This design comes from an exercise in tuning for small area, a short achievable clock period and few clock cycles per item on the open sky130 flow, not from production work.
At most, simulation tests tie the RTL to the original design; equivalence was not proved.
Only the layout flow was run in runs 1 and 2; the RTL was not checked for function there.
No activity file was given, so power comes from the tool's default toggle rates.

$ cat design.v
module pn532_codec (
    input  wire       clk,
    input  wire       rst,
    input  wire [7:0] in_data,
    input  wire       in_valid,
    output wire       in_ready,
    output wire [7:0] out_data,
    output wire       out_valid,
    output wire       out_last,
    output wire       out_fault,
    input  wire       out_ready
);
    localparam I_IDLE = 0;    
    localparam I_TAIL = 1;    
    localparam I_LEN  = 2;    
    localparam I_DATA = 3;    
    localparam I_SKIP = 4;    
    localparam I_DPRE = 5;    
    localparam I_DLCS = 6;    
    localparam I_DTFI = 7;    
    localparam I_DRC  = 8;    
    localparam I_DPAY = 9;    
    localparam I_DST  = 10;   
    localparam I_ECMD = 11;   
    localparam I_ELEN = 12;   
    localparam I_EPAY = 13;   
    localparam I_EH1  = 14;   
    localparam I_EH2  = 15;   
    localparam I_EH3  = 16;   
    localparam I_EH4  = 17;   
    localparam I_EH5  = 18;   
    localparam I_EH6  = 19;   
    localparam I_LO   = 20;   
    localparam I_RES  = 21;   
    localparam NS     = 22;
    reg [NS-1:0] st;
    reg [1:0]  mode;
    reg [7:0]  rem;
    reg [15:0] acc;
    reg        f1, f4;
    reg [7:0]  o_data;
    reg        o_valid, o_last, o_fault;
    function [7:0] dec8;
        input [7:0] x;
        integer i;
        reg b;
        begin
            b = 1'b1;
            for (i = 0; i < 8; i = i + 1) begin
                dec8[i] = x[i] ^ b;
                b = b & ~x[i];
            end
        end
    endfunction
    function [8:0] inc2;
        input [7:0] x;
        integer i;
        reg c;
        begin
            inc2[0] = x[0];
            c = 1'b1;
            for (i = 1; i < 8; i = i + 1) begin
                inc2[i] = x[i] ^ c;
                c = c & x[i];
            end
            inc2[8] = c;
        end
    endfunction
    function [7:0] sub8;
        input [7:0] a;
        input [7:0] b;
        integer i;
        reg br;
        begin
            br = 1'b0;
            for (i = 0; i < 8; i = i + 1) begin
                sub8[i] = a[i] ^ b[i] ^ br;
                br = (~a[i] & b[i]) | (~(a[i] ^ b[i]) & br);
            end
        end
    endfunction
    function lt8;
        input [7:0] a;
        input [7:0] b;
        integer i;
        reg l;
        begin
            l = 1'b0;
            for (i = 0; i < 8; i = i + 1)
                l = (~a[i] & b[i]) | (~(a[i] ^ b[i]) & l);
            lt8 = l;
        end
    endfunction
    wire s_idle = st[I_IDLE], s_tail = st[I_TAIL], s_len = st[I_LEN], s_data = st[I_DATA];
    wire s_skip = st[I_SKIP], s_dpre = st[I_DPRE], s_dlcs = st[I_DLCS], s_dtfi = st[I_DTFI];
    wire s_drc = st[I_DRC], s_dpay = st[I_DPAY], s_dst = st[I_DST], s_ecmd = st[I_ECMD];
    wire s_elen = st[I_ELEN], s_epay = st[I_EPAY], s_eh1 = st[I_EH1], s_eh2 = st[I_EH2];
    wire s_eh3 = st[I_EH3], s_eh4 = st[I_EH4], s_eh5 = st[I_EH5], s_eh6 = st[I_EH6];
    wire s_lo = st[I_LO], s_res = st[I_RES];
    wire ob_free = !o_valid || out_ready;
    wire takes   = !(s_eh1 || s_eh2 || s_eh3 || s_eh4 || s_eh5 || s_eh6 || s_lo || s_res);
    assign in_ready = takes && ob_free;
    wire v    = in_valid;
    wire fire = v && in_ready;
    wire m_dcs = (mode == 2'b00);
    wire m_dec = (mode == 2'b11);
    wire inv   = (mode == 2'b10);
    wire [7:0]  cx = acc[7:0] ^ in_data;
    wire [7:0]  ct = {cx[7:4] ^ cx[3:0], cx[3:0]};
    wire [15:0] crc_n = {ct[7:3], ct[2:0] ^ ct[7:5], acc[15:12] ^ ct[4:1],
                         acc[11] ^ ct[0] ^ ct[7], acc[10:8] ^ ct[6:4]};
    wire [7:0] fc     = acc[15:8];
    wire [7:0] diff   = sub8(acc[7:0], in_data);     
    wire [7:0] rem_m1 = dec8(rem);
    wire [7:0] fc_m1  = dec8(fc);
    wire [8:0] n_p2   = inc2(in_data);
    wire       ovf    = n_p2[8];
    wire       r_last = (rem == 8'd3);
    wire       rem2   = (rem == 8'd2);
    wire       lo_z   = (acc[7:0] == 8'h00);
    wire       fc_1   = (fc == 8'h01);
    wire       n_z    = (in_data == 8'h00);
    wire       n_lt13 = (in_data < 8'd13);
    wire op_dcs = (in_data == 8'h01);
    wire op_a   = (in_data == 8'h02);
    wire op_b   = (in_data == 8'h03);
    wire op_enc = (in_data == 8'h04);
    wire op_dec = (in_data == 8'h06);
    wire op_st  = (in_data == 8'h7E);
    wire op_rst = (in_data == 8'h7F);
    wire op_len = op_dcs || op_a || op_b || op_dec;
    wire op_ref = !(op_len || op_enc || op_st || op_rst);
    wire [7:0] rem_q  = dec8({2'b00, rem[7:2]});
    wire [7:0] rem_m4 = {rem_q[5:0], rem[1:0]};
    wire d_inc  = lt8(rem_m4, fc);
    wire d_bad  = !lo_z || (fc[7:1] == 7'd0);
    wire d_fail = d_inc || d_bad;
    wire f_op  = fire && (s_idle || s_tail);
    wire f_len = fire && s_len;
    wire [NS-1:0] st_n;
    assign st_n[I_IDLE] = (s_idle && !fire) || (s_tail && ob_free && !fire) ||
                          (f_op && op_rst) || (f_len && m_dec && n_lt13 && n_z) ||
                          ((s_skip || s_dst) && fire && r_last) ||
                          (s_lo && ob_free && m_dcs) || (s_res && ob_free);
    assign st_n[I_TAIL] = (s_tail && !ob_free) || (s_lo && ob_free && !m_dcs);
    assign st_n[I_LEN]  = (s_len && !fire) || (f_op && op_len);
    assign st_n[I_DATA] = (s_data && !(fire && r_last)) || (f_len && !m_dec && !n_z);
    assign st_n[I_SKIP] = (s_skip && !(fire && r_last)) || (f_len && m_dec && n_lt13 && !n_z) ||
                          (s_dtfi && fire && d_fail) || (s_dst && ob_free && !(fire && r_last)) ||
                          (s_elen && fire && ovf);
    assign st_n[I_DPRE] = (s_dpre && !(fire && fc_1)) || (f_len && m_dec && !n_lt13);
    assign st_n[I_DLCS] = (s_dlcs && !fire) || (s_dpre && fire && fc_1);
    assign st_n[I_DTFI] = (s_dtfi && !fire) || (s_dlcs && fire);
    assign st_n[I_DRC]  = (s_drc && !fire) || (s_dtfi && fire && !d_fail);
    assign st_n[I_DPAY] = (s_dpay && !(fire && fc_1)) || (s_drc && fire);
    assign st_n[I_DST]  = (s_dst && !ob_free) || (s_dpay && fire && fc_1);
    assign st_n[I_ECMD] = (s_ecmd && !fire) || (f_op && op_enc);
    assign st_n[I_ELEN] = (s_elen && !fire) || (s_ecmd && fire);
    assign st_n[I_EPAY] = (s_epay && !(fire && r_last)) || (s_eh6 && ob_free && !rem2);
    assign st_n[I_EH1]  = (s_eh1 && !ob_free) || (s_elen && fire && !ovf);
    assign st_n[I_EH2]  = (s_eh2 && !ob_free) || (s_eh1 && ob_free);
    assign st_n[I_EH3]  = (s_eh3 && !ob_free) || (s_eh2 && ob_free);
    assign st_n[I_EH4]  = (s_eh4 && !ob_free) || (s_eh3 && ob_free);
    assign st_n[I_EH5]  = (s_eh5 && !ob_free) || (s_eh4 && ob_free);
    assign st_n[I_EH6]  = (s_eh6 && !ob_free) || (s_eh5 && ob_free);
    assign st_n[I_LO]   = (s_lo && !ob_free) || (s_data && fire && r_last) ||
                          (f_len && !m_dec && n_z) || (s_eh6 && ob_free && rem2) ||
                          (s_epay && fire && r_last);
    assign st_n[I_RES]  = (s_res && !ob_free) || (f_op && op_ref) || (f_op && op_st);
    wire emit = ob_free && (s_tail || s_dst || !takes ||
                            (v && (s_drc || s_epay || s_elen || (s_dpay && !fc_1) ||
                                   (s_len && m_dec && n_lt13) || (s_dtfi && d_fail))));
    wire e_last  = s_tail || s_len || s_dtfi || s_dst || s_res || (s_lo && m_dcs) || (s_elen && ovf);
    wire e_fault = (s_res && mode[0]) || (s_elen && ovf);
    wire [7:0] e_const;
    assign e_const[0] = s_len || s_dtfi || (s_elen && ovf) || s_eh2;
    assign e_const[1] = s_len || (s_dtfi && d_inc) || (s_dst && !lo_z) || (s_res && !mode[0] && f1) || s_eh2;
    assign e_const[2] = s_eh2 || s_eh5 || (s_res && mode[0]);
    assign e_const[3] = s_eh2;
    assign e_const[4] = s_eh2 || s_eh5 || (s_res && !mode[0] && f4);
    assign e_const[5] = s_eh2;
    assign e_const[6] = s_eh2 || s_eh5;
    assign e_const[7] = s_eh2 || s_eh5;
    wire       s_in  = s_drc || s_dpay || s_epay;
    wire [7:0] acc_byte = (({8{s_tail || s_eh6}} & acc[15:8]) | ({8{s_lo}} & acc[7:0])) ^ {8{inv}};
    wire [7:0] in_byte  = s_drc ? dec8(in_data) : in_data;
    wire [7:0] e_data = e_const | acc_byte | ({8{s_in}} & in_byte) |
                        ({8{s_eh3}} & rem) | ({8{s_eh4}} & ~rem_m1);
    wire lo_2c   = f_op && op_enc;
    wire lo_init = f_len;
    wire lo_crc  = fire && s_data && !m_dcs;
    wire lo_diff = fire && ((s_data && m_dcs) || (s_dpre && fc_1) || s_dlcs || s_dtfi ||
                            s_drc || s_dpay || s_ecmd || s_epay);
    wire [7:0] lo_iv = (mode == 2'b01) ? 8'h63 : (mode == 2'b10) ? 8'hFF : 8'h00;
    wire [7:0] lo_n = ({8{lo_2c}} & 8'h2C) | ({8{lo_init}} & lo_iv) |
                      ({8{lo_crc}} & crc_n[7:0]) | ({8{lo_diff}} & diff);
    wire hi_init = f_len;
    wire hi_crc  = fire && s_data;
    wire hi_in   = fire && ((s_dpre && fc_1) || s_ecmd);
    wire hi_dec  = fire && ((s_dpre && !fc_1) || s_dtfi || s_dpay);
    wire hi_z    = s_eh6 && ob_free;
    wire [7:0] hi_iv = (mode == 2'b01) ? 8'h63 : (mode == 2'b10) ? 8'hFF :
                       (mode == 2'b11) ? 8'h0A : 8'h00;
    wire [7:0] hi_n = ({8{hi_init}} & hi_iv) | ({8{hi_crc}} & crc_n[15:8]) |
                      ({8{hi_in}} & in_data) | ({8{hi_dec}} & fc_m1);
    always @(posedge clk) begin
        acc[7:0]  <= lo_n | ({8{!(lo_2c || lo_init || lo_crc || lo_diff)}} & acc[7:0]);
        acc[15:8] <= hi_n | ({8{!(hi_init || hi_crc || hi_in || hi_dec || hi_z)}} & acc[15:8]);
        if (fire)
            rem <= (s_len || s_elen) ? n_p2[7:0] : rem_m1;
        if (f_op)
            mode <= {op_b || op_dec, !(op_dcs || op_b || op_st)};
        if (emit) begin
            o_data  <= e_data;
            o_last  <= e_last;
            o_fault <= e_fault;
        end
    end
    always @(posedge clk) begin
        if (rst) begin
            st      <= {{(NS-1){1'b0}}, 1'b1};
            o_valid <= 1'b0;
            f1      <= 1'b0;
            f4      <= 1'b0;
        end else begin
            st <= st_n;
            if (emit)
                o_valid <= 1'b1;
            else if (out_ready)
                o_valid <= 1'b0;
            if (f_op && op_rst) begin
                f1 <= 1'b0;
                f4 <= 1'b0;
            end else begin
                if (s_elen && fire && ovf)
                    f1 <= 1'b1;
                if (f_op && op_ref)
                    f4 <= 1'b1;
            end
        end
    end
    assign out_data  = o_data;
    assign out_valid = o_valid;
    assign out_last  = o_last;
    assign out_fault = o_fault;
endmodule
$ cat run.sh
#!/bin/bash
# synth_recipe.tcl (not shown) runs the flow's synth.tcl, then flattens the netlist and writes it again
# the make line also repeats each setting of config.mk as NAME=value (left out here)
make -C /OpenROAD-flow-scripts/flow DESIGN_CONFIG=/design/flow/config.mk WORK_HOME=/design/flow/orfs CLKGATE_MAP_FILE= SYNTH_SCRIPT=/design/flow/synth_recipe.tcl finish
$ cat config.mk
export PLATFORM = sky130hd
export DESIGN_NAME = pn532_codec
export DESIGN_NICKNAME = pn532_codec
export VERILOG_FILES = /design/flow/design.v
export SDC_FILE = /design/flow/constraint.sdc
export NUM_CORES = 4
export LEC_CHECK = 0
export CAP_MARGIN = 20
export CORE_MARGIN = 2
export CORE_UTILIZATION = 40
export SETUP_SLACK_MARGIN = 2.5
export SLEW_MARGIN = 20
$ cat constraint.sdc
create_clock -name core_clock -period 5.0 [get_ports {clk}]
set_input_delay 1.0000 -clock core_clock [delete_from_list [all_inputs] [get_ports {clk}]]
set_output_delay 1.0000 -clock core_clock [all_outputs]
set_load 0.01 [all_outputs]
==> impl_metrics.toml, run 1 <==
[sta]
relSlewSlack = 0.3775
hold_violations = 0
post-route-min-period_ns = 3.387
finalSetupTns_ns = 0
whs_ns = 0.4793
grt_setup_unrepaired = "yes"
finalMaxSlewViolations = 0
fmax_mhz = 295.2
finalSetupViolations = 0
period_share = 0.6774
worst_pin_slew_ns = 0.9308
skew_ns = 0.01109
fin_ws_ns = 1.613

[job]
maxCapViolCount = 0

[grt]
grt_use_total = 0.2564
first_global_vias = 4105
antenna_found_initial = 0
grt_remaining_overflow = 0
grt_max_degree = 24
grt_pass1_wl_um = 22740

[final_layout]
design_area_mm2 = 0.005779
postLayoutCoreUtil = 0.5308
nNetsFinal = 629
final_cells = 703
diodes = 0
areaGrowthSynthToFinish_pct = 29.17
drive_above_1_share = 0.2469

[synth]
synth_edf_count = 20
seq_area_frac_synth = 0.3177
synth_top_flop_cell = "dfxtp_1"
synth_largest_area_cell = "dfxtp_1"
ys_types = 63
syn_area_mm2 = 0.004474
synth_cells = 509
synth_common_cells = "nand2_1, ha_1, inv_1"
yosys.cell_count.top_type = "nand2_1"
synth_warnings = 1
synth_nets = 580
ys_ff_latch = 61
netlist_top_cells_area = "dfxtp_1, ha_1, edfxtp_1"
syn-mean-instance-area_um2 = 8.790
ys_async_sr_fraction = 0
synth_top_area_share = 0.1834

[worst_setup_path]
cp_slowest_cell = "fa_2"
crit_chain = "buf_8 -> ha_4 -> fa_2 -> inv_2 -> fa_2 -> fa_2 -> fa_2 -> fa_2 -> inv_2 -> fa_2 -> xnor2_1 -> or2_4 -> a211oi_2 -> a211o_1"
crit_start = "in_data[0]"
cpMostUsedCell = "fa_2"
timing.rr.start = "acc[0]$_DFF_P_"
worst_ep_required_time_ns = 5.32
slowest_delay_ns = 0.37
cp.arrival_ns = 3.70
crit_path_end_kind = "flop"
critical_path_class = "input port to flop"
cp_max_fo = 2
r2r_slack_ns = 1.82
start_kind = "input port"

[floorplan]
start_util = 0.4109
fp.dieH_um = 109.8
io_pins = 24
die_x_um = 109.8
rows = 38
core_area_mm2 = 0.01089
die-area_mm2 = 0.01205

[drt]
avgRoutedWirePerCell_um = 20.73
vias = 4167
firstDrtPassIters = 5
drt_iter0_markers = 299
vias_per_cell = 5.927
wl_um = 14570
route.detailed.drc = 0
drtAntennaViolNets = 0

[clock_tree]
holdBufCountCts = 0
h-tree-depth = 3
clock-sinks = 61
clockRootBuffer = "clkbuf_8"
insertion_delay_ns = 0.38
path_clk_slew_ns = 0.07
cts_buffers = 9
cts_buffer_depth = 2
cts_tree = "done"

[place]
dp_slack_ns = 0.7010
placed_cells = 659
dp_hpwl_um = 10510
placed_area_mm2 = 0.005102
port-buffer-count = 23
gp_congestion = 0.9110

[power]
p_switching_uw = 453.7
p_leak_nw = 2.237
p_seq_frac = 0.416
p_int_uw = 919.6
powerDensity_mw_per_mm2 = 237.6
p_total_mw = 1.373
combPwrFrac = 0.263
peakVddDrop_uv = 106.9
clkPwrFrac = 0.321
swShare = 0.3304

[status]
status = "finished clean"

[min_path]
hold_class = "flop to flop"
min_from = "st[6]$_SDFF_PP0_"
[layout by cell type (no fill, tap or decap), types with 7 or more instances in the layout]
master,instances
nand3_1,14
edfxtp_1,20
o211ai_1,8
nor4_1,8
xor2_1,17
clkdlybuf4s50_1,12
buf_4,20
buf_6,18
inv_2,7
o21ai_0,24
xnor2_1,9
a22oi_1,18
ha_1,34
nand2_1,65
inv_1,35
dfxtp_1,36
ha_4,19
clkbuf_8,9
nor2_1,28
a21oi_1,28
[worst paths after layout]
kind                                  endpoint  depth (start not counted)
worst max-delay path            acc[7]$_DFF_P_                         14
worst min-delay path                      flop                          2
worst max register to register  acc[7]$_DFF_P_                         14
worst min register to register            flop                          2
[critical path: cells and delay by family]
family,cells,cell delay (ns)
adders and majority gates,7,1.90
AOI/OAI and AO/OA,2,0.32
and+or+nand+nor,1,0.23
buffers and inverters,3,0.18
xor gates and xnor gates,1,0.07
[what timing repair did]
item / 4_1_cts / 5_1_grt
gates cloned: 1 / 0
setup endpoints to repair: 55 / 35
pin swaps: 26 / 20
resized for setup: 89 / 35
buffers inserted: 19 / 8
[kinds of logic after synthesis]
family,after synthesis,synth area share
and+or+nand+nor,163,0.1860
adders and majority gates,59,0.1751
DFF,61,0.3177
xor gates and xnor gates,29,0.05677
buffers and inverters,66,0.06432
AOI/OAI and AO/OA,129,0.1958
muxes,2,0.004474
[routing by layer]
| metal | vias up | track usage | part of all wire |
|---|---|---|---|
| li1 | 1944 | - | - |
| met1 | 2008 | 0.3383 | 0.42 |
| met2 | 181 | 0.4008 | 0.46 |
| met3 | 34 | 0.06165 | 0.087 |
| met4 | 0 | 0.1067 | 0.029 |
| met5 | - | 0 | 0 |
[area by class of cell]
cell class	instances	area [um^2]
timing repair buffer	58	589.3
clock buffer	10	148.9
clock inverter	6	45.04
sequential	61	1430
tap	140	175.2
fill	1014	5109
inverter	45	192.7
multi-input combinational	383	3198
[power groups by stage]
stage / Clock [mW] / Combinational (mW) / Sequential (mW)
floorplan: 0 / 0.205 / 0.569
global placement: 0 / 0.296 / 0.579
detailed placement: 0 / 0.300 / 0.580
CTS: 0.445 / 0.336 / 0.569
global route: 0.463 / 0.398 / 0.574
finish: 0.441 / 0.362 / 0.571
==> run 2, diff against run 1 <==
--- a/design.v
+++ b/design.v
@@ -204,8 +204,10 @@
     wire [7:0] hi_n = ({8{hi_init}} & hi_iv) | ({8{hi_crc}} & crc_n[15:8]) |
                       ({8{hi_in}} & in_data) | ({8{hi_dec}} & fc_m1);
     always @(posedge clk) begin
-        acc[7:0]  <= lo_n | ({8{!(lo_2c || lo_init || lo_crc || lo_diff)}} & acc[7:0]);
-        acc[15:8] <= hi_n | ({8{!(hi_init || hi_crc || hi_in || hi_dec || hi_z)}} & acc[15:8]);
+        if (lo_2c || lo_init || lo_crc || lo_diff)
+            acc[7:0] <= lo_n;
+        if (hi_init || hi_crc || hi_in || hi_dec || hi_z)
+            acc[15:8] <= hi_n;
         if (fire)
             rem <= (s_len || s_elen) ? n_p2[7:0] : rem_m1;
         if (f_op)
==> impl_metrics.toml, run 2 <==
[status]
status = "finished clean"

[worst_setup_path]
cp.arrival_ns = 3.54
crit_chain = "buf_8 -> ha_4 -> fa_2 -> inv_2 -> fa_2 -> fa_2 -> fa_2 -> fa_2 -> inv_2 -> fa_2 -> o221ai_2"
crit_path_end_kind = "flop"
cp_max_fo = 2
critPathBufInv = 3
slowest_delay_ns = 0.43
critical_path_class = "input port to flop"
cpMostUsedCell = "fa_2"
start_kind = "input port"
cp_slowest_cell = "fa_2"
worst_ep_required_time_ns = 5.18
critPathTopFamily = "adder cells"

[final_layout]
mostFrequentLayoutCell = "nand2_1"
areaGrowthSynthToFinish_pct = 32.80
register_area_mm2 = 0.001589
diodes = 0
final_cells = 678
nNetsFinal = 605
design_area_mm2 = 0.006033
fillCellCount = 980
drive_above_1_share = 0.2751
postLayoutCoreUtil = 0.5493
final_cell_mix = "nand2_1, edfxtp_1, inv_1, a21oi_1, ha_1"
multi_input_area_mm2 = 0.003166

[power]
powerDensity_mw_per_mm2 = 243.9
peakVddDrop_uv = 156.4
p_leak_nw = 2.359
p_total_mw = 1.471

[clock_tree]
cts_buffer_depth = 2
path_clk_slew_ns = 0.06
insertion_delay_ns = 0.34
h-tree-depth = 3
clock-sinks = 61
cts_tree = "done"
clockRootBuffer = "clkbuf_16"
cts_buffers = 9

[grt]
grt_pass1_wl_um = 23540
grt_remaining_overflow = 0
antenna_found_initial = 0
grt_max_degree = 24
grt_use_total = 0.2517
first_global_vias = 4022

[sta]
whs_ns = 0.4538
finalSetupViolations = 0
grt_setup_unrepaired = "yes"
hold_violations = 0
post-route-min-period_ns = 3.366
finalSetupTns_ns = 0
fmax_mhz = 297.1
relSlewSlack = 0.3850
fin_ws_ns = 1.634
finalMaxSlewViolations = 0
skew_ns = 0.008225
worst_pin_slew_ns = 0.9226
period_share = 0.6732

[job]
maxCapViolCount = 0

[place]
placed_area_mm2 = 0.005192
gp_congestion = 0.8945
dp_slack_ns = 0.8156
dp_hpwl_um = 10590
placed_cells = 628
port-buffer-count = 23

[synth]
synth_top_flop_cell = "edfxtp_1"
synth_common_cells = "ha_1, nand2_1, inv_1"
ys_async_sr_fraction = 0
ys_ff_latch = 61
synth_edf_count = 36
ys_types = 67
synth_nets = 557
synth_cells = 485
seq_area_frac_synth = 0.3481
syn-mean-instance-area_um2 = 9.367
syn_area_mm2 = 0.004543
synth_largest_area_cell = "edfxtp_1"
yosys.cell_count.top_type = "ha_1"
synth_top_area_share = 0.2380
synth_warnings = 1
netlist_top_cells_area = "edfxtp_1, ha_1, dfxtp_1"

[min_path]
hold_class = "flop to flop"

[floorplan]
io_pins = 24
core_area_mm2 = 0.01098
fp.dieH_um = 110.6
die_x_um = 110.6
start_util = 0.4136
rows = 38
die-area_mm2 = 0.01223

[drt]
drtAntennaViolNets = 0
vias_per_cell = 5.969
drt_iter0_markers = 444
wl_um = 15450
avgRoutedWirePerCell_um = 22.78
route.detailed.drc = 0
vias = 4047
firstDrtPassIters = 8
==> run 2: metal layers <==
metal / vias to the layer above / track usage / share of wire
met5: - / 0 / 0
met4: 0 / 0.1042 / 0.026
met3: 33 / 0.04501 / 0.081
met2: 182 / 0.3935 / 0.47
met1: 1953 / 0.3437 / 0.42
li1: 1879 / - / -
==> run 2: path summary, 6_finish.rpt <==
| path | endpoint | slack [ns] | start | depth (start not counted) |
|---|---|---|---|---|
| setup reg to reg | acc[6]$_DFFE_PP_ | 1.82 | acc[0]$_DFFE_PP_ | 11 |
| setup / recovery | acc[6]$_DFFE_PP_ | 1.63 | in_data[0] | 11 |
| hold / removal | f4$_SDFFE_PP0P_ | 0.45 | f4$_SDFFE_PP0P_ | 2 |
| hold reg to reg | f4$_SDFFE_PP0P_ | 0.45 | f4$_SDFFE_PP0P_ | 2 |
==> run 2: report_power, final <==
group	total (mW)	switching, mW	internal [mW]
combinational	0.260	0.143	0.117
sequential	0.561	0.0129	0.548
clock	0.650	0.243	0.407
==> run 2: cell type report <==
cell class / count / area share
Clock inverter: 2 / 0.002281
Sequential cell: 61 / 0.2634
Inverter: 45 / 0.03235
Clock buffer: 14 / 0.04894
Tap cell: 140 / 0.02903
Timing Repair Buffer: 62 / 0.09934
Multi-Input combinational cell: 354 / 0.5247
==> run 2: what timing repair did <==
item,in CTS,in global routing
pin swaps,25,14
resized for setup,82,19
gates cloned,1,1
setup buffers,15,17
hold buffers,0,0
setup endpoints to repair,85,51
==> run 2: cells by family (layout without fill, tap and decap cells) <==
logic type	Yosys count	after routing	share of synthesized area
mux	2	2	0.004407
fa+ha+maj	60	60	0.1752
buf+inv	71	123	0.06307
simple gates	143	144	0.1680
xor+xnor	29	29	0.05591
compound gates	119	119	0.1854
flops	61	61	0.3481
==> run 2: tightest hold or removal path: stages, from the launching register on <==
cell and delay, ns:
dfxtp_1 0.31, inv_1 0.05, a21oi_1 0.05
==> run 3, diff against run 2 <==
--- a/design.v
+++ b/design.v
@@ -110,15 +110,15 @@
     wire [15:0] crc_n = {ct[7:3], ct[2:0] ^ ct[7:5], acc[15:12] ^ ct[4:1],
                          acc[11] ^ ct[0] ^ ct[7], acc[10:8] ^ ct[6:4]};
     wire [7:0] fc     = acc[15:8];
-    wire [7:0] diff   = sub8(acc[7:0], in_data);     
+    wire [7:0] diff   = acc[7:0] - in_data;         
     wire [7:0] rem_m1 = dec8(rem);
     wire [7:0] fc_m1  = dec8(fc);
-    wire [8:0] n_p2   = inc2(in_data);
+    wire [8:0] n_p2   = {1'b0, in_data} + 9'd2;
     wire       ovf    = n_p2[8];
-    wire       r_last = (rem == 8'd3);
+    reg        r_last;                           
     wire       rem2   = (rem == 8'd2);
     wire       lo_z   = (acc[7:0] == 8'h00);
-    wire       fc_1   = (fc == 8'h01);
+    reg        fc_1;                             
     wire       n_z    = (in_data == 8'h00);
     wire       n_lt13 = (in_data < 8'd13);
     wire op_dcs = (in_data == 8'h01);
@@ -130,9 +130,9 @@
     wire op_rst = (in_data == 8'h7F);
     wire op_len = op_dcs || op_a || op_b || op_dec;
     wire op_ref = !(op_len || op_enc || op_st || op_rst);
-    wire [7:0] rem_q  = dec8({2'b00, rem[7:2]});
-    wire [7:0] rem_m4 = {rem_q[5:0], rem[1:0]};
-    wire d_inc  = lt8(rem_m4, fc);
+    wire [7:0] rem_q  = dec8({2'b00, rem_m1[7:2]});
+    wire [7:0] rem_m4 = {rem_q[5:0], rem_m1[1:0]};
+    reg  d_inc;
     wire d_bad  = !lo_z || (fc[7:1] == 7'd0);
     wire d_fail = d_inc || d_bad;
     wire f_op  = fire && (s_idle || s_tail);
@@ -183,7 +183,7 @@
     assign e_const[7] = s_eh2 || s_eh5;
     wire       s_in  = s_drc || s_dpay || s_epay;
     wire [7:0] acc_byte = (({8{s_tail || s_eh6}} & acc[15:8]) | ({8{s_lo}} & acc[7:0])) ^ {8{inv}};
-    wire [7:0] in_byte  = s_drc ? dec8(in_data) : in_data;
+    wire [7:0] in_byte  = s_drc ? in_data - 8'd1 : in_data;
     wire [7:0] e_data = e_const | acc_byte | ({8{s_in}} & in_byte) |
                         ({8{s_eh3}} & rem) | ({8{s_eh4}} & ~rem_m1);
     wire lo_2c   = f_op && op_enc;
@@ -208,8 +208,14 @@
             acc[7:0] <= lo_n;
         if (hi_init || hi_crc || hi_in || hi_dec || hi_z)
             acc[15:8] <= hi_n;
-        if (fire)
-            rem <= (s_len || s_elen) ? n_p2[7:0] : rem_m1;
+        if (fire) begin
+            rem    <= (s_len || s_elen) ? n_p2[7:0] : rem_m1;
+            r_last <= (s_len || s_elen) ? (in_data == 8'd1) : (rem == 8'd4);
+        end
+        if (hi_init || hi_in || hi_dec)
+            fc_1 <= hi_dec ? (fc == 8'd2) : hi_in ? (in_data == 8'd1) : 1'b0;
+        if (s_dlcs)
+            d_inc <= lt8(rem_m4, fc);
         if (f_op)
             mode <= {op_b || op_dec, !(op_dcs || op_b || op_st)};
         if (emit) begin
==> impl_metrics.toml, run 3 <==
[synth]
syn_area_mm2 = 0.004623
netlist_top_cells_area = "edfxtp_1, ha_1, dfxtp_1"
synth_warnings = 1
yosys.cell_count.top_type = "nand2_1"
synth_top_flop_cell = "edfxtp_1"
syn-mean-instance-area_um2 = 8.925
seq_area_frac_synth = 0.3616
synth_largest_area_cell = "edfxtp_1"
ys_types = 63
synth_nets = 574
synth_common_cells = "nand2_1, a21oi_1, ha_1"
ys_async_sr_fraction = 0
synth_cells = 518
synth_top_area_share = 0.2533
ys_ff_latch = 64
synth_edf_count = 39

[grt]
grt_use_total = 0.2463
grt_remaining_overflow = 0
grt_max_degree = 27
antenna_found_initial = 0
grt_pass1_wl_um = 23690
first_global_vias = 4281

[clock_tree]
cts_tree = "done"
cts_buffer_depth = 2
insertion_delay_ns = 0.35
cts_buffers = 9
h-tree-depth = 3
holdBufCountCts = 0
clockRootBuffer = "clkbuf_16"
path_clk_slew_ns = 0.06
clock-sinks = 64

[sta]
relSlewSlack = 0.3967
skew_ns = 0.009271
finalSetupTns_ns = 0
grt_setup_unrepaired = "yes"
finalSetupViolations = 0
hold_violations = 0
post-route-min-period_ns = 2.636
fmax_mhz = 379.4
finalMaxSlewViolations = 0
period_share = 0.5272
worst_pin_slew_ns = 0.9022

[worst_setup_path]
start_kind = "input port"
critical_path_class = "input port to flop"
crit_path_end_kind = "flop"
timing.rr.start = "rem[0]$_DFFE_PN_"
cp_max_fo = 5
cp.arrival_ns = 2.70
slowest_delay_ns = 0.51
crit_chain = "buf_8 -> or3_4 -> or4_4 -> o2111ai_4 -> o32ai_4 -> a21oi_4 -> buf_6 -> buf_12"
crit_start = "in_data[5]"
cp_slowest_cell = "or4_4"
worst_ep_required_time_ns = 5.06

[drt]
avgRoutedWirePerCell_um = 21.18
drt_iter0_markers = 384
wl_um = 15120
vias = 4322
drtAntennaViolNets = 0
route.detailed.drc = 0
vias_per_cell = 6.053
firstDrtPassIters = 5

[final_layout]
areaGrowthSynthToFinish_pct = 31.50
mostFrequentLayoutCell = "nand2_1"
fillCellCount = 1008
nNetsFinal = 622
final_cell_mix = "nand2_1, a21oi_1, edfxtp_1, nor2_1, buf_4"
diodes = 0
drive_above_1_share = 0.2347

[place]
port-buffer-count = 23
dp_hpwl_um = 10830
gp_congestion = 0.9526

[status]
status = "finished clean"

[job]
maxCapViolCount = 0

[min_path]
hold_class = "flop to flop"
min_from = "f1$_SDFFE_PP0P_"

[power]
p_switching_uw = 410.0
peakVddDrop_uv = 171.2
powerDensity_mw_per_mm2 = 256.7
p_int_mw = 1.151
p_leak_nw = 2.329
p_seq_frac = 0.378
swShare = 0.2627
clkPwrFrac = 0.426
combPwrFrac = 0.196
p_total_mw = 1.561

[floorplan]
rows = 39
start_util = 0.4066
fp.dieH_um = 111.5
die_x_um = 111.5
die-area_mm2 = 0.01243
core_area_mm2 = 0.01137
io_pins = 24
## run 3: cell types whose count changed in the layout (fill, tap and decap cells not counted), sizes merged, moves of 7 or more
cell	delta
a21o	+7
a21oi	+11
ha	-11
inv	-15
nand2b	-7
nor2	+10
xnor2	+8
## run 3: per-layer routing
metal  up-vias  GRT usage  share of wire
li1       1996          -              -
met1      2117     0.3296           0.43
met2       188     0.3951           0.48
met3        21    0.04899          0.073
met4         0    0.09547          0.019
met5         -          0              0
## run 3: final timing paths
check | to | slack (ns) | depth (start not counted)
worst min-delay path | f1$_SDFFE_PP0P_ | 0.50 | 2
worst min register to register | f1$_SDFFE_PP0P_ | 0.50 | 2
worst max-delay path | o_data[6]$_DFFE_PP_ | 2.36 | 8
worst max register to register | d_inc$_DFFE_PP_ | 2.39 | 12
## run 3: through the flow
step | area [um^2] | hold WS [ns] | instances | setup slack, ns | utilization
after global routing | 6080 | 0.5235 | 714 | 2.311 | 0.5347
after detailed placement | 5226 | 0.4798 | 660 | 1.245 | 0.4597
after CTS | 5938 | 0.4949 | 705 | 2.386 | 0.5223
final | 6080 | 0.4978 | 714 | 2.364 | 0.5347
after floorplan | 4957 | 0.4326 | 518 | 2.241 | -
after global placement | 5226 | 0.4856 | 660 | 1.293 | 0.4597
## run 3: layout make-up
cell class | count | area (um^2) | share of cell area
timing repair buffer | 64 | 615.6 | 0.1013
multi-input combinational | 395 | 3144 | 0.5172
clock buffer | 13 | 304.0 | 0.05001
tap | 143 | 178.9 | 0.02943
inverter | 32 | 136.4 | 0.02243
clock inverter | 3 | 18.77 | 0.003087
sequential | 64 | 1682 | 0.2766
## run 3: kinds of logic (layout without fill, tap and decap cells)
group / count (synthesis) / in the layout / synth area share
XOR/XNOR: 42 / 42 / 0.07957
multiplexers: 2 / 2 / 0.004330
adder cells (fa/ha/maj): 44 / 44 / 0.1207
buffers and inverters: 59 / 112 / 0.05034
AO/OA/AOI/OAI: 145 / 145 / 0.2038
AND/OR/NAND/NOR: 162 / 162 / 0.1797
flip-flops: 64 / 64 / 0.3616
## run 3: power groups by stage
stage / sequential [mW] / clock, mW / combinational, mW
6_report: 0.590 / 0.665 / 0.306
5_1_grt: 0.591 / 0.703 / 0.334
4_1_cts: 0.591 / 0.679 / 0.295
3_5_place_dp: 0.602 / 0 / 0.256
3_3_place_gp: 0.602 / 0 / 0.251
2_1_floorplan: 0.599 / 0 / 0.181
## run 3: timing repair
action | CTS | global route
buffers inserted | 28 | 9
cloned | 1 | 0
endpoints found under the hold margin | 0 | 0
setup endpoints to repair | 90 | 36
pin swaps | 24 | 18
gates resized for setup | 85 | 24
## run 3: critical path, delay by kind of cell
family	cells	cell delay, ns
and+or+nand+nor	2	0.92
buffers and inverters	3	0.33
AOI/OAI and AO/OA	3	0.45
Testbench counts of run 3, summed over its fixed seeds: cycles 78,497, items 1,920.
==> run 4, diff against run 3 <==
--- a/config.mk
+++ b/config.mk
@@ -8,5 +8,5 @@
 export CAP_MARGIN = 20
 export CORE_MARGIN = 2
 export CORE_UTILIZATION = 40
-export SETUP_SLACK_MARGIN = 2.5
+export SETUP_SLACK_MARGIN = 2.0
 export SLEW_MARGIN = 20
==> impl_metrics.toml, run 4 <==
[drt]
vias_per_cell = 6.036
firstDrtPassIters = 7
drtAntennaViolNets = 0
drt_iter0_markers = 380
avgRoutedWirePerCell_um = 20.66
wl_um = 14260
route.detailed.drc = 0
vias = 4165

[synth]
ys_ff_latch = 64
synthSimpleGateAreaFrac = 0.1797
synth-xor-area-share = 0.07957
synth_top_area_share = 0.2533
synth_largest_area_cell = "edfxtp_1"
seq_area_frac_synth = 0.3616
netlist_top_cells_area = "edfxtp_1, ha_1, dfxtp_1"
synth-compound-area-share = 0.2038
synth_fa_ha_area_frac = 0.1207
yosys.cell_count.top_type = "nand2_1"
synth_nets = 574
synth_edf_count = 39
syn-mean-instance-area_um2 = 8.925
syn_area_mm2 = 0.004623
synthMuxAreaShare = 0.004330
ys_types = 63
synth_top_family_by_area = "compound AO/OA/AOI/OAI gates"
ys_async_sr_fraction = 0
synth_cells = 518
synth_warnings = 1
synth_top_flop_cell = "edfxtp_1"
synth_common_cells = "nand2_1, a21oi_1, ha_1"

[clock_tree]
cts_buffer_depth = 2
path_clk_slew_ns = 0.06
holdBufCountCts = 0
h-tree-depth = 3
clockRootBuffer = "clkbuf_16"
clock-sinks = 64
insertion_delay_ns = 0.35
cts_buffers = 9
cts_tree = "done"

[final_layout]
areaGrowthSynthToFinish_pct = 19.35
drive_above_1_share = 0.1261
nNetsFinal = 598
final_cell_mix = "nand2_1, a21oi_1, edfxtp_1, ha_1, nor2_1"
final_cells = 690
diodes = 0
mostFrequentLayoutCell = "nand2_1"

[worst_setup_path]
crit_chain = "inv_2 -> ha_1 -> ha_2 -> ha_4 -> ha_4 -> ha_1 -> ha_1 -> ha_1 -> ha_2 -> a211o_1 -> a31oi_1 -> o21bai_1"
worst_ep_required_time_ns = 5.08
critical_path_class = "flop to flop"
r2r_slack_ns = 2.10
slowest_delay_ns = 0.37
start_kind = "flop"
reg2reg_depth = 12
reg2reg_to = "d_inc$_DFFE_PP_"
cp.arrival_ns = 2.99
cp_max_fo = 3
cpMostUsedCell = "ha_1"
timing.rr.start = "rem[0]$_DFFE_PN_"
crit_path_end_kind = "flop"
cp_slowest_cell = "edfxtp_1"

[place]
dp_hpwl_um = 10830
gp_congestion = 0.9712
placed_cells = 663
port-buffer-count = 23

[power]
peakVddDrop_uv = 151.8
p_total_mw = 1.484
powerDensity_mw_per_mm2 = 269.0
p_leak_nw = 2.169

[sta]
post-route-min-period_ns = 2.903
grt_setup_unrepaired = "no"
finalSetupTns_ns = 0
hold_violations = 0
period_share = 0.5807
finalSetupViolations = 0
finalMaxSlewViolations = 0
relSlewSlack = 0.3816
worst_pin_slew_ns = 0.9247
fmax_mhz = 344.4
skew_ns = 0.009908

[floorplan]
io_pins = 24
rows = 39
fp.dieH_um = 111.5
start_util = 0.4066
core_area_mm2 = 0.01137
die-area_mm2 = 0.01243
die_x_um = 111.5

[min_path]
hold_class = "flop to flop"
min_from = "f1$_SDFFE_PP0P_"
hold_depth = 2
min_to = "f1$_SDFFE_PP0P_"

[grt]
first_global_vias = 4032
grt_pass1_wl_um = 22790
grt_use_total = 0.2367
antenna_found_initial = 0
grt_remaining_overflow = 0
grt_max_degree = 26

[job]
maxCapViolCount = 0

[status]
status = "finished clean"
-- run 4: repair_timing --
item                       CTS  global route
gates resized for setup     22            23
setup endpoints to repair   48            28
pin swaps                    2             1
buffers inserted             9             2
-- run 4: worst max path at each step --
stage | start | endpoint | slack [ns] | cells past startpoint
final | rem[0]$_DFFE_PN_ | d_inc$_DFFE_PP_ | 2.10 | 12
after global routing | in_data[3] | acc[6]$_DFFE_PP_ | 2.00 | 9
after CTS | in_data[5] | acc[3]$_DFFE_PP_ | 1.95 | 5
after detailed placement | in_data[1] | o_data[6]$_DFFE_PP_ | 0.93 | 8
after global placement | in_data[1] | o_data[5]$_DFFE_PP_ | 1.04 | 8
after floorplan | in_data[1] | o_data[0]$_DFFE_PP_ | 2.02 | 7
-- run 4: per-layer routing --
layer  GRT usage  vias up  part of all wire
met3     0.04192       29             0.068
met2      0.3720      189              0.47
met1      0.3151     1992              0.43
li1            -     1955                 -
met4      0.1177        0             0.032
met5           0        -                 0
-- run 4: final cells by class --
class,count,area (um^2)
fill,1105,5852
multi-input combinational,395,2858
sequential,64,1672
timing repair buffer,40,366.6
clock buffer,11,275.3
tap,143,178.9
inverter,32,123.9
clock inverter,5,43.79
-- run 4: cells by family after synthesis --
| family | after synthesis |
|---|---|
| AND/OR/NAND/NOR | 162 |
| XOR/XNOR | 42 |
| multiplexers | 2 |
| flip-flops | 64 |
| buffers and inverters | 59 |
| AO/OA/AOI/OAI | 145 |
| adder cells (fa/ha/maj) | 44 |
-- run 4: power by group --
part	leakage (nW)	switching [mW]	internal (mW)
Combinational	1.45	0.136	0.104
Clock	0.157	0.254	0.400
Sequential	0.565	0.0118	0.578
Total	2.17	0.402	1.08
-- run 4: critical path: cells and delay by family (launching register included) --
kind / cells / cell delay [ns]
AOI/OAI and AO/OA: 3 / 0.48
adders and majority gates: 8 / 1.72
buffers and inverters: 1 / 0.05
DFF: 1 / 0.37
-- run 4: per-stage QoR --
step	util	hold slack, ns	cell area, um^2	setup WS (ns)
after floorplan	-	0.4326	4639	2.020
after global placement	0.4381	0.4740	4981	1.037
after detailed placement	0.4381	0.4961	4981	0.9278
after CTS	0.4784	0.5121	5439	1.951
after global routing	0.4853	0.5397	5518	2.003
final	0.4853	0.5101	5518	2.097
==> run 5, diff against run 4 <==
--- a/design.v
+++ b/design.v
@@ -52,45 +52,6 @@
             end
         end
     endfunction
-    function [8:0] inc2;
-        input [7:0] x;
-        integer i;
-        reg c;
-        begin
-            inc2[0] = x[0];
-            c = 1'b1;
-            for (i = 1; i < 8; i = i + 1) begin
-                inc2[i] = x[i] ^ c;
-                c = c & x[i];
-            end
-            inc2[8] = c;
-        end
-    endfunction
-    function [7:0] sub8;
-        input [7:0] a;
-        input [7:0] b;
-        integer i;
-        reg br;
-        begin
-            br = 1'b0;
-            for (i = 0; i < 8; i = i + 1) begin
-                sub8[i] = a[i] ^ b[i] ^ br;
-                br = (~a[i] & b[i]) | (~(a[i] ^ b[i]) & br);
-            end
-        end
-    endfunction
-    function lt8;
-        input [7:0] a;
-        input [7:0] b;
-        integer i;
-        reg l;
-        begin
-            l = 1'b0;
-            for (i = 0; i < 8; i = i + 1)
-                l = (~a[i] & b[i]) | (~(a[i] ^ b[i]) & l);
-            lt8 = l;
-        end
-    endfunction
     wire s_idle = st[I_IDLE], s_tail = st[I_TAIL], s_len = st[I_LEN], s_data = st[I_DATA];
     wire s_skip = st[I_SKIP], s_dpre = st[I_DPRE], s_dlcs = st[I_DLCS], s_dtfi = st[I_DTFI];
     wire s_drc = st[I_DRC], s_dpay = st[I_DPAY], s_dst = st[I_DST], s_ecmd = st[I_ECMD];
@@ -98,7 +59,7 @@
     wire s_eh3 = st[I_EH3], s_eh4 = st[I_EH4], s_eh5 = st[I_EH5], s_eh6 = st[I_EH6];
     wire s_lo = st[I_LO], s_res = st[I_RES];
     wire ob_free = !o_valid || out_ready;
-    wire takes   = !(s_eh1 || s_eh2 || s_eh3 || s_eh4 || s_eh5 || s_eh6 || s_lo || s_res);
+    reg  takes;                  
     assign in_ready = takes && ob_free;
     wire v    = in_valid;
     wire fire = v && in_ready;
@@ -130,8 +91,7 @@
     wire op_rst = (in_data == 8'h7F);
     wire op_len = op_dcs || op_a || op_b || op_dec;
     wire op_ref = !(op_len || op_enc || op_st || op_rst);
-    wire [7:0] rem_q  = dec8({2'b00, rem_m1[7:2]});
-    wire [7:0] rem_m4 = {rem_q[5:0], rem_m1[1:0]};
+    wire [8:0] inc_s = {1'b0, rem} + {1'b0, ~fc};
     reg  d_inc;
     wire d_bad  = !lo_z || (fc[7:1] == 7'd0);
     wire d_fail = d_inc || d_bad;
@@ -170,6 +130,8 @@
     wire emit = ob_free && (s_tail || s_dst || !takes ||
                             (v && (s_drc || s_epay || s_elen || (s_dpay && !fc_1) ||
                                    (s_len && m_dec && n_lt13) || (s_dtfi && d_fail))));
+    wire emit_ld = ob_free && (s_tail || s_dst || !takes ||
+                               (v && (s_drc || s_epay || s_elen || s_dpay || s_len || s_dtfi)));
     wire e_last  = s_tail || s_len || s_dtfi || s_dst || s_res || (s_lo && m_dcs) || (s_elen && ovf);
     wire e_fault = (s_res && mode[0]) || (s_elen && ovf);
     wire [7:0] e_const;
@@ -215,10 +177,10 @@
         if (hi_init || hi_in || hi_dec)
             fc_1 <= hi_dec ? (fc == 8'd2) : hi_in ? (in_data == 8'd1) : 1'b0;
         if (s_dlcs)
-            d_inc <= lt8(rem_m4, fc);
+            d_inc <= !(inc_s[8] && (inc_s[7:2] != 6'd0));
         if (f_op)
             mode <= {op_b || op_dec, !(op_dcs || op_b || op_st)};
-        if (emit) begin
+        if (emit_ld) begin
             o_data  <= e_data;
             o_last  <= e_last;
             o_fault <= e_fault;
@@ -227,11 +189,14 @@
     always @(posedge clk) begin
         if (rst) begin
             st      <= {{(NS-1){1'b0}}, 1'b1};
+            takes   <= 1'b1;
             o_valid <= 1'b0;
             f1      <= 1'b0;
             f4      <= 1'b0;
         end else begin
             st <= st_n;
+            takes <= !(st_n[I_EH1] || st_n[I_EH2] || st_n[I_EH3] || st_n[I_EH4] ||
+                       st_n[I_EH5] || st_n[I_EH6] || st_n[I_LO] || st_n[I_RES]);
             if (emit)
                 o_valid <= 1'b1;
             else if (out_ready)
==> flow/run.sh (new file) <==
#!/bin/bash
set -euo pipefail
export BUFFER_PORTS_ARGS="-buffer_cell sky130_fd_sc_hd__buf_4"
bash standard.sh > standard_flow.log 2>&1
==> standard.sh (new file) <==
#!/bin/bash
# synth_recipe.tcl (not shown) runs the flow's synth.tcl, then flattens the netlist and writes it again
# the make line also repeats each setting of config.mk as NAME=value (left out here)
make -C /OpenROAD-flow-scripts/flow DESIGN_CONFIG=/design/flow/config.mk WORK_HOME=/design/flow/orfs CLKGATE_MAP_FILE= SYNTH_SCRIPT=/design/flow/synth_recipe.tcl "${@:-finish}"
removed: run.sh
==> impl_metrics.toml, run 5 <==
[sta]
hold_violations = 0
skew_ns = 0.007236
fin_ws_ns = 2.156
finalMaxSlewViolations = 0
fmax_mhz = 351.6
finalSetupViolations = 0
period_share = 0.5688
post-route-min-period_ns = 2.844
relSlewSlack = 0.3683
finalSetupTns_ns = 0
grt_setup_unrepaired = "no"
worst_pin_slew_ns = 0.9456
whs_ns = 0.4900

[worst_setup_path]
crit_chain = "buf_4 -> nand2b_1 -> nand3_2 -> inv_6 -> nand2_1 -> nand3b_1 -> nand3b_1"
cp_max_fo = 28
cp_slowest_cell = "nand2b_1"
slowest_delay_ns = 0.35
worst_ep_required_time_ns = 5.00
start_kind = "input port"
critical_path_class = "input port to flop"
crit_path_end_kind = "flop"
cp.arrival_ns = 2.84
r2r_slack_ns = 2.36
cpMostUsedCell = "nand3b_1"

[place]
dp_slack_ns = 1.506
dp_hpwl_um = 10370
gp_congestion = 0.9324
port-buffer-count = 23
placed_cells = 650

[drt]
vias = 3972
drt_iter0_markers = 365
firstDrtPassIters = 5
drtAntennaViolNets = 0
avgRoutedWirePerCell_um = 20.29
route.detailed.drc = 0
vias_per_cell = 5.955
wl_um = 13530

[synth]
synth_edf_count = 39
ys_types = 69
syn_area_mm2 = 0.004659
ys_async_sr_fraction = 0
synth_nets = 565
seq_area_frac_synth = 0.3631
synth_top_flop_cell = "edfxtp_1"
yosys.cell_count.top_type = "nand2_1"
ys_ff_latch = 65
synth_largest_area_cell = "edfxtp_1"
netlist_top_cells_area = "edfxtp_1, dfxtp_1, ha_1"
synth_cells = 511
synth_top_area_share = 0.2513
synth_common_cells = "nand2_1, nor2_1, ha_1"
synth_warnings = 1
syn-mean-instance-area_um2 = 9.118

[floorplan]
die_x_um = 111.9
fp.dieH_um = 111.9
core_area_mm2 = 0.01137
rows = 39
io_pins = 24
die-area_mm2 = 0.01253
start_util = 0.4098

[grt]
grt_remaining_overflow = 0
grt_use_total = 0.2218
grt_pass1_wl_um = 21500
first_global_vias = 3810
grt_max_degree = 29
antenna_found_initial = 0

[final_layout]
final_cells = 667
final_cell_mix = "nand2_1, nor2_1, ha_1, a21oi_1, edfxtp_1"
nNetsFinal = 573
diodes = 0
fillCellCount = 1098
areaGrowthSynthToFinish_pct = 12.00
mostFrequentLayoutCell = "nand2_1"
regMostFlops = "st"
reg_top3 = "st (20), acc (16)"
largest_reg_flops = 20
drive_above_1_share = 0.1107

[clock_tree]
clockRootBuffer = "clkbuf_16"
cts_buffer_depth = 2
insertion_delay_ns = 0.35
clock-sinks = 65
path_clk_slew_ns = 0.06
cts_buffers = 9
cts_tree = "done"
h-tree-depth = 3

[job]
maxCapViolCount = 0

[power]
p_leak_nw = 2.093
p_total_mw = 1.416
peakVddDrop_uv = 138.2
powerDensity_mw_per_mm2 = 271.4

[status]
status = "finished clean"

[min_path]
hold_class = "flop to flop"
[run 5: cell count changes after synthesis, moves of 5 or more]
cell	delta
nand2_1	-7
a21oi_1	-6
nor2_1	+11
a22oi_1	-5
clkbuf_1	-6
o211ai_1	+6
o21ai_0	-16
[run 5: what timing repair did]
action                     in CTS  in global routing
gates resized for setup         1                  3
setup buffers                   0                  1
hold buffers                    0                  0
setup endpoints to repair      16                 17
[run 5: path summary, 6_finish.rpt]
kind | from | to | cells after the start
max reg2reg | rem[0]$_DFFE_PN_ | o_data[7]$_DFFE_PP_ | 10
min reg2reg | st[11]$_SDFF_PP0_ | flop | 2
min | st[11]$_SDFF_PP0_ | flop | 2
max | out_ready | acc[13]$_DFFE_PP_ | 7
[run 5: power by group]
group / internal, mW / leakage, nW / switching, mW
Combinational: 0.0651 / 1.37 / 0.105
Clock: 0.386 / 0.147 / 0.256
Sequential: 0.587 / 0.571 / 0.0177
[run 5: cells by family (layout without fill, tap and decap cells)]
family | count (synthesis) | in the layout | synth area share
xor gates and xnor gates | 46 | 46 | 0.08646
DFF | 65 | 65 | 0.3630
and+or+nand+nor | 170 | 170 | 0.1826
AOI/OAI and AO/OA | 128 | 128 | 0.1950
muxes | 2 | 2 | 0.004297
adders and majority gates | 42 | 42 | 0.1144
buffers and inverters | 58 | 71 | 0.05424
[run 5: area by class of cell]
type | instances | area, um^2 | share of cell area
inverters | 31 | 121.4 | 0.02326
repair buffers | 24 | 192.7 | 0.03692
flip-flops and latches | 65 | 1692 | 0.3241
multi-input cells | 388 | 2739 | 0.5248
well taps | 143 | 178.9 | 0.03428
clock inverters | 7 | 70.07 | 0.01343
clock buffers | 9 | 225.2 | 0.04316
[run 5: per-layer routing]
layer / GRT usage / wire (um) / vias to the layer above
met5: 0 / 0 / -
met4: 0.07724 / 329 / 0
met3: 0.05171 / 989 / 23
met2: 0.3446 / 6153 / 155
met1: 0.3045 / 6058 / 1904
li1: - / - / 1890
[run 5: worst max-delay path: cells and delay by family]
kind / cells / cell delay, ns
buffers and inverters: 2 / 0.39
and+or+nand+nor: 5 / 1.44
[run 5: stage by stage]
step                      utilization  area (um^2)
after floorplan                     -         4659
after global routing           0.4590         5219
after detailed placement       0.4287         4875
after global placement         0.4287         4875
after CTS                      0.4549         5172
final                          0.4590         5219
Testbench counts of run 5, summed over its fixed seeds: cycles 78,497, items 1,920.
==> run 6, diff against run 5 <==
==> run.sh (new file) <==
#!/bin/bash
# synth_recipe.tcl (not shown) runs the flow's synth.tcl, then flattens the netlist and writes it again
# the make line also repeats each setting of config.mk as NAME=value (left out here)
make -C /OpenROAD-flow-scripts/flow DESIGN_CONFIG=/design/flow/config.mk WORK_HOME=/design/flow/orfs CLKGATE_MAP_FILE= SYNTH_SCRIPT=/design/flow/synth_recipe.tcl finish
removed: flow/run.sh
removed: standard.sh
==> impl_metrics.toml, run 6 <==
[synth]
synth_common_cells = "nand2_1, nor2_1, ha_1"
synth_largest_area_cell = "edfxtp_1"
synth_cells = 511
seq_area_frac_synth = 0.3631
yosys.cell_count.top_type = "nand2_1"
ys_async_sr_fraction = 0
synth_warnings = 1
ys_types = 69
netlist_top_cells_area = "edfxtp_1, dfxtp_1, ha_1"
synth_nets = 565
synth_top_flop_cell = "edfxtp_1"
syn_area_mm2 = 0.004659
synth_edf_count = 39
synth_top_area_share = 0.2513
syn-mean-instance-area_um2 = 9.118
ys_ff_latch = 65

[min_path]
min_from = "st[11]$_SDFF_PP0_"
hold_depth = 2
hold_class = "flop to flop"

[power]
peakVddDrop_uv = 128.7
powerDensity_mw_per_mm2 = 266.9
p_leak_nw = 2.125

[worst_setup_path]
cp.arrival_ns = 2.96
start_kind = "input port"
r2r_slack_ns = 2.40
crit_path_end_kind = "flop"
worst_ep_required_time_ns = 5.05
timing.rr.start = "rem[0]$_DFFE_PN_"
cp_max_fo = 14
critical_path_class = "input port to flop"
reg2reg_depth = 10
reg2reg_to = "o_data[7]$_DFFE_PP_"

[drt]
drt_iter0_markers = 406
route.detailed.drc = 0
vias = 4046
drtAntennaViolNets = 0
wl_um = 13890
firstDrtPassIters = 6
vias_per_cell = 5.994
avgRoutedWirePerCell_um = 20.58

[final_layout]
drive_above_1_share = 0.09023
mostFrequentLayoutCell = "nand2_1"
final_cell_mix = "nand2_1, nor2_1, a21oi_1, ha_1, edfxtp_1"
areaGrowthSynthToFinish_pct = 14.34
reg_top3 = "st (20), acc (16)"
postLayoutCoreUtil = 0.4686
regMostFlops = "st"
largest_reg_flops = 20
fillCellCount = 1071
nNetsFinal = 581
diodes = 0

[sta]
fmax_mhz = 343.7
finalMaxSlewViolations = 0
worst_pin_slew_ns = 0.9261
finalSetupViolations = 0
relSlewSlack = 0.3813
period_share = 0.5819
grt_setup_unrepaired = "yes"
finalSetupTns_ns = 0
hold_violations = 0
post-route-min-period_ns = 2.910
skew_ns = 0.006845

[floorplan]
die_x_um = 111.9
start_util = 0.4098
fp.dieH_um = 111.9
core_area_mm2 = 0.01137
die-area_mm2 = 0.01253
io_pins = 24
rows = 39

[grt]
grt_pass1_wl_um = 21820
grt_max_degree = 25
grt_use_total = 0.2267
grt_remaining_overflow = 0
antenna_found_initial = 0
first_global_vias = 3868

[place]
port-buffer-count = 23
gp_congestion = 0.9329
dp_hpwl_um = 10540

[clock_tree]
holdBufCountCts = 0
cts_tree = "done"
cts_buffers = 9
h-tree-depth = 3
clock-sinks = 65
cts_buffer_depth = 2
clockRootBuffer = "clkbuf_16"
insertion_delay_ns = 0.34
path_clk_slew_ns = 0.06

[status]
status = "finished clean"

[job]
maxCapViolCount = 0
==> run 6: timing repair <==
action	CTS	global route
pin swaps	0	1
setup endpoints to repair	44	15
resized for setup	18	8
cloned	1	0
buffers inserted	4	1
==> run 6: worst max-delay path: stages <==
cell and delay (ns):
clkdlybuf4s50_1 0.47, nand2b_4 0.15, buf_4 0.12, nand3_4 0.19, inv_8 0.18, o21ai_2 0.11
nor2_1 0.17, nand3_1 0.21, nand4_1 0.21, buf_12 0.14
==> run 6: cell families after synthesis <==
kind of cell	after synthesis	synth area share
multiplexers	2	0.004297
buffers and inverters	58	0.05424
AO/OA/AOI/OAI	128	0.1950
flip-flops	65	0.3630
adder cells (fa/ha/maj)	42	0.1144
AND/OR/NAND/NOR	170	0.1826
XOR/XNOR	46	0.08646
==> run 6: layer usage <==
layer,part of all wire,global-route usage
met4,0.027,0.09431
met1,0.44,0.3135
met3,0.074,0.04464
met5,0,0
met2,0.45,0.3483
==> run 6: worst max path at each step <==
| stage | to | cells past startpoint | slack, ns | startpoint |
|---|---|---|---|---|
| after CTS | in_ready | 4 | 2.00 | out_ready |
| after floorplan | acc[7]$_DFFE_PP_ | 9 | 2.22 | in_data[2] |
| after detailed placement | acc[0]$_DFFE_PP_ | 8 | 0.97 | out_ready |
| after global placement | acc[7]$_DFFE_PP_ | 8 | 1.14 | out_ready |
| final | acc[4]$_DFFE_PP_ | 10 | 2.09 | out_ready |
| after global routing | acc[7]$_DFFE_PP_ | 8 | 1.94 | in_data[2] |
==> run 6: area by class of cell <==
type / count / area [um^2] / area share
clock buffer: 9 / 225.2 / 0.04227
clock inverter: 7 / 70.07 / 0.01315
inverter: 31 / 123.9 / 0.02325
multi-input combinational: 388 / 2744 / 0.5150
sequential: 65 / 1692 / 0.3175
tap: 143 / 178.9 / 0.03358
timing repair buffer: 31 / 287.8 / 0.05402
timing repair inverter: 1 / 6.256 / 0.001174
==> run 6: power breakdown <==
part / switching [mW] / internal (mW)
clock network: 0.253 / 0.386
logic: 0.108 / 0.0700
registers: 0.0187 / 0.587
==> run 6: stage by stage <==
stage | hold WS, ns | total power, mW | instance area (um^2) | cells | setup WS (ns)
3_5_place_dp | 0.4793 | 0.7865 | 4955 | 653 | 0.9705
3_3_place_gp | 0.4783 | 0.7845 | 4955 | 653 | 1.139
6_report | 0.4858 | 1.422 | 5328 | 675 | 2.090
4_1_cts | 0.4881 | 1.427 | 5318 | 674 | 2.002
2_1_floorplan | 0.4404 | 0.7282 | 4659 | 511 | 2.223
5_1_grt | 0.5070 | 1.477 | 5328 | 675 | 1.937
==> run 7, diff against run 6 <==
==> flow/run.sh (new file) <==
#!/bin/bash
set -euo pipefail
export BUFFER_PORTS_ARGS="-buffer_cell sky130_fd_sc_hd__buf_4"
bash standard.sh > standard_flow.log 2>&1
==> standard.sh (new file) <==
#!/bin/bash
# synth_recipe.tcl (not shown) runs the flow's synth.tcl, then flattens the netlist and writes it again
# the make line also repeats each setting of config.mk as NAME=value (left out here)
make -C /OpenROAD-flow-scripts/flow DESIGN_CONFIG=/design/flow/config.mk WORK_HOME=/design/flow/orfs CLKGATE_MAP_FILE= SYNTH_SCRIPT=/design/flow/synth_recipe.tcl "${@:-finish}"
--- a/config.mk
+++ b/config.mk
@@ -8,5 +8,5 @@
 export CAP_MARGIN = 20
 export CORE_MARGIN = 2
 export CORE_UTILIZATION = 40
-export SETUP_SLACK_MARGIN = 2.0
+export SETUP_SLACK_MARGIN = 3.0
 export SLEW_MARGIN = 20
removed: run.sh
==> impl_metrics.toml, run 7 <==
[min_path]
min_to = "st[15]$_SDFF_PP0_"
min_from = "st[14]$_SDFF_PP0_"
hold_class = "flop to flop"
hold_depth = 2

[grt]
first_global_vias = 4349
antenna_found_initial = 0
grt_pass1_wl_um = 24360
grt_use_total = 0.2531
grt_remaining_overflow = 0
grt_max_degree = 25

[floorplan]
start_util = 0.4098
die_x_um = 111.9
io_pins = 24
core_area_mm2 = 0.01137
die-area_mm2 = 0.01253
rows = 39
fp.dieH_um = 111.9

[synth]
synth_warnings = 1
synth_nets = 565
ys_async_sr_fraction = 0
synth_largest_area_cell = "edfxtp_1"
netlist_top_cells_area = "edfxtp_1, dfxtp_1, ha_1"
synth_top_flop_cell = "edfxtp_1"
synth_edf_count = 39
synth_cells = 511
ys_ff_latch = 65
ys_types = 69
yosys.cell_count.top_type = "nand2_1"
syn_area_mm2 = 0.004659
seq_area_frac_synth = 0.3631
synth_common_cells = "nand2_1, nor2_1, ha_1"
synth_top_area_share = 0.2513
syn-mean-instance-area_um2 = 9.118

[place]
placed_cells = 650
gp_congestion = 0.9093
dp_hpwl_um = 10770
placed_area_mm2 = 0.005185
port-buffer-count = 23

[power]
peakVddDrop_uv = 172.4
powerDensity_mw_per_mm2 = 226.9
p_leak_nw = 2.807

[final_layout]
design_area_mm2 = 0.006999
largest_reg_flops = 20
mostFrequentLayoutCell = "buf_4"
diodes = 0
areaGrowthSynthToFinish_pct = 50.21
nNetsFinal = 670
final_cell_mix = "buf_4, nand2_1, nor2_1, edfxtp_1, a21oi_1"
reg_top3 = "st (20), acc (16)"
drive_above_1_share = 0.4316
final_cells = 764
regMostFlops = "st"

[worst_setup_path]
reg2reg_depth = 8
cp_max_fo = 2
crit_path_end_kind = "output pin"
timing.rr.start = "mode[1]$_DFFE_PP_"
crit_start = "out_ready"
critical_path_class = "input port to output pin"
worst_ep_required_time_ns = 4.00
cp.arrival_ns = 1.49
reg2reg_to = "acc[2]$_DFFE_PP_"
cp_slowest_cell = "and2_4"
crit_chain = "buf_6 -> nand2b_4 -> and2_4 -> buf_6"
r2r_slack_ns = 2.74
start_kind = "input port"
slowest_delay_ns = 0.16
cpMostUsedCell = "buf_6"

[clock_tree]
h-tree-depth = 3
path_clk_slew_ns = 0.06
cts_buffer_depth = 2
insertion_delay_ns = 0.35
holdBufCountCts = 0
clock-sinks = 65
cts_buffers = 9
clockRootBuffer = "clkbuf_16"
cts_tree = "done"

[drt]
drtAntennaViolNets = 0
vias_per_cell = 6.143
vias = 4693
drt_iter0_markers = 530
route.detailed.drc = 0
avgRoutedWirePerCell_um = 21.88
wl_um = 16720
firstDrtPassIters = 6

[sta]
finalSetupViolations = 0
post-route-min-period_ns = 2.490
period_share = 0.4979
skew_ns = 0.01201
finalSetupTns_ns = 0
fmax_mhz = 401.7
worst_pin_slew_ns = 1.091
hold_violations = 0
relSlewSlack = 0.2710
grt_setup_unrepaired = "yes"
finalMaxSlewViolations = 0

[job]
maxCapViolCount = 0

[status]
status = "finished clean"
[run 7: cell count changes in the layout (fill, tap and decap cells not counted), sizes merged, moves of 2 or more]
cell,before,now
clkdlybuf4s50,15,0
clkinvlp,0,2
inv,33,31
buf,9,120
dlygate4sd2,3,0
[run 7: cell type report]
| cell class | count | area [um^2] |
|---|---|---|
| inverter | 31 | 150.1 |
| fill | 880 | 4370 |
| clock buffer | 10 | 250.2 |
| timing repair inverter | 1 | 8.758 |
| tap | 143 | 178.9 |
| multi-input combinational | 388 | 3555 |
| clock inverter | 6 | 63.81 |
| timing repair buffer | 120 | 1101 |
| sequential | 65 | 1692 |
[run 7: power by group]
part / switching (mW) / leakage, nW / total [mW] / internal [mW]
Clock: 0.253 / 0.152 / 0.669 / 0.416
Combinational: 0.161 / 2.08 / 0.313 / 0.152
Sequential: 0.0190 / 0.571 / 0.606 / 0.587
Total: 0.433 / 2.81 / 1.59 / 1.15
[run 7: repair_timing]
action	4_1_cts	5_1_grt
setup buffers	58	38
cloned	1	1
gates resized for setup	96	57
pin swaps	60	47
endpoints found under the setup margin	74	72
[run 7: logic make-up after synthesis]
kind of cell	synth area share
simple gates	0.1826
compound gates	0.1950
flops	0.3630
buf+inv	0.05424
xor+xnor	0.08646
fa+ha+maj	0.1144
mux	0.004297
[run 7: through the flow]
step | setup slack (ns) | power (mW) | hold WS, ns | utilization
final | 2.510 | 1.588 | 0.4754 | 0.6156
after CTS | 2.511 | 1.533 | 0.4756 | 0.5651
after detailed placement | 1.829 | 0.8112 | 0.4661 | 0.4560
after floorplan | 2.447 | 0.7584 | 0.4404 | -
after global placement | 1.876 | 0.8068 | 0.4801 | 0.4560
after global routing | 2.490 | 1.633 | 0.5025 | 0.6156
[run 7: how the worst max path moves through the flow]
stage	endpoint	slack, ns	cells after the start
after CTS	in_ready	2.51	4
final	in_ready	2.51	4
after floorplan	acc[7]$_DFFE_PP_	2.45	8
after detailed placement	acc[0]$_DFFE_PP_	1.83	8
after global routing	in_ready	2.49	4
after global placement	acc[10]$_DFFE_PP_	1.88	7
[run 7: critical path: cells and delay by family]
| kind | cells | cell delay, ns |
|---|---|---|
| buffers and inverters | 2 | 0.20 |
| and+or+nand+nor | 2 | 0.29 |
[run 7: metal layers]
layer / vias up / track usage / routed length [um]
met1: 2223 / 0.3228 / 6620
met3: 83 / 0.05988 / 1355
met2: 306 / 0.4077 / 7850
li1: 2081 / - / -
met5: - / 0 / 0
met4: 0 / 0.1179 / 890

re-timing with driven ports:
The flow's constraints put no driver on any port. The routed layouts listed below were extracted and timed again, unchanged, in two steps.
Step 1 (the two cells are an assumption about what drives the block):
set clk [get_ports {clk}]
set_driving_cell -lib_cell sky130_fd_sc_hd__clkbuf_16 $clk
set_driving_cell -lib_cell sky130_fd_sc_hd__buf_2 [delete_from_list [all_inputs] $clk]
Step 2 times the ports against the registers' clock, not the clock port: input delays grow and output delays shrink by t, the midpoint of the rising clock arrivals with the driver on.
Slacks: ideal ports / drivers / drivers and shift; pairs: ideal ports / drivers.
run	t, ns	setup WS [ns]	worst setup path at the end	slew at the worst register clock pin (ns)	worst slew at a driven data input, ns
run 1	0.407	1.613 / 1.596 / 1.188	input to register	0.08 / 0.08	0.05
run 2	0.370	1.634 / 1.611 / 1.241	input to register	0.06 / 0.06	0.06
run 3	0.381	2.364 / 2.358 / 1.977	input to register	0.06 / 0.06	0.06
run 4	0.391	2.097 / 2.097 / 1.759	input to register	0.06 / 0.06	0.03
run 5	0.384	2.156 / 2.141 / 1.787	input to register	0.06 / 0.06	0.03
run 6	0.378	2.090 / 2.081 / 1.732	input to register	0.06 / 0.06	0.03
run 7	0.379	2.510 / 2.479 / 2.163	input to register	0.06 / 0.06	0.07
After both steps setup and hold are still met in every run listed. The setup slack of run 1, which loses most, moves by -0.017 ns with the drivers and by -0.425 ns with both steps.
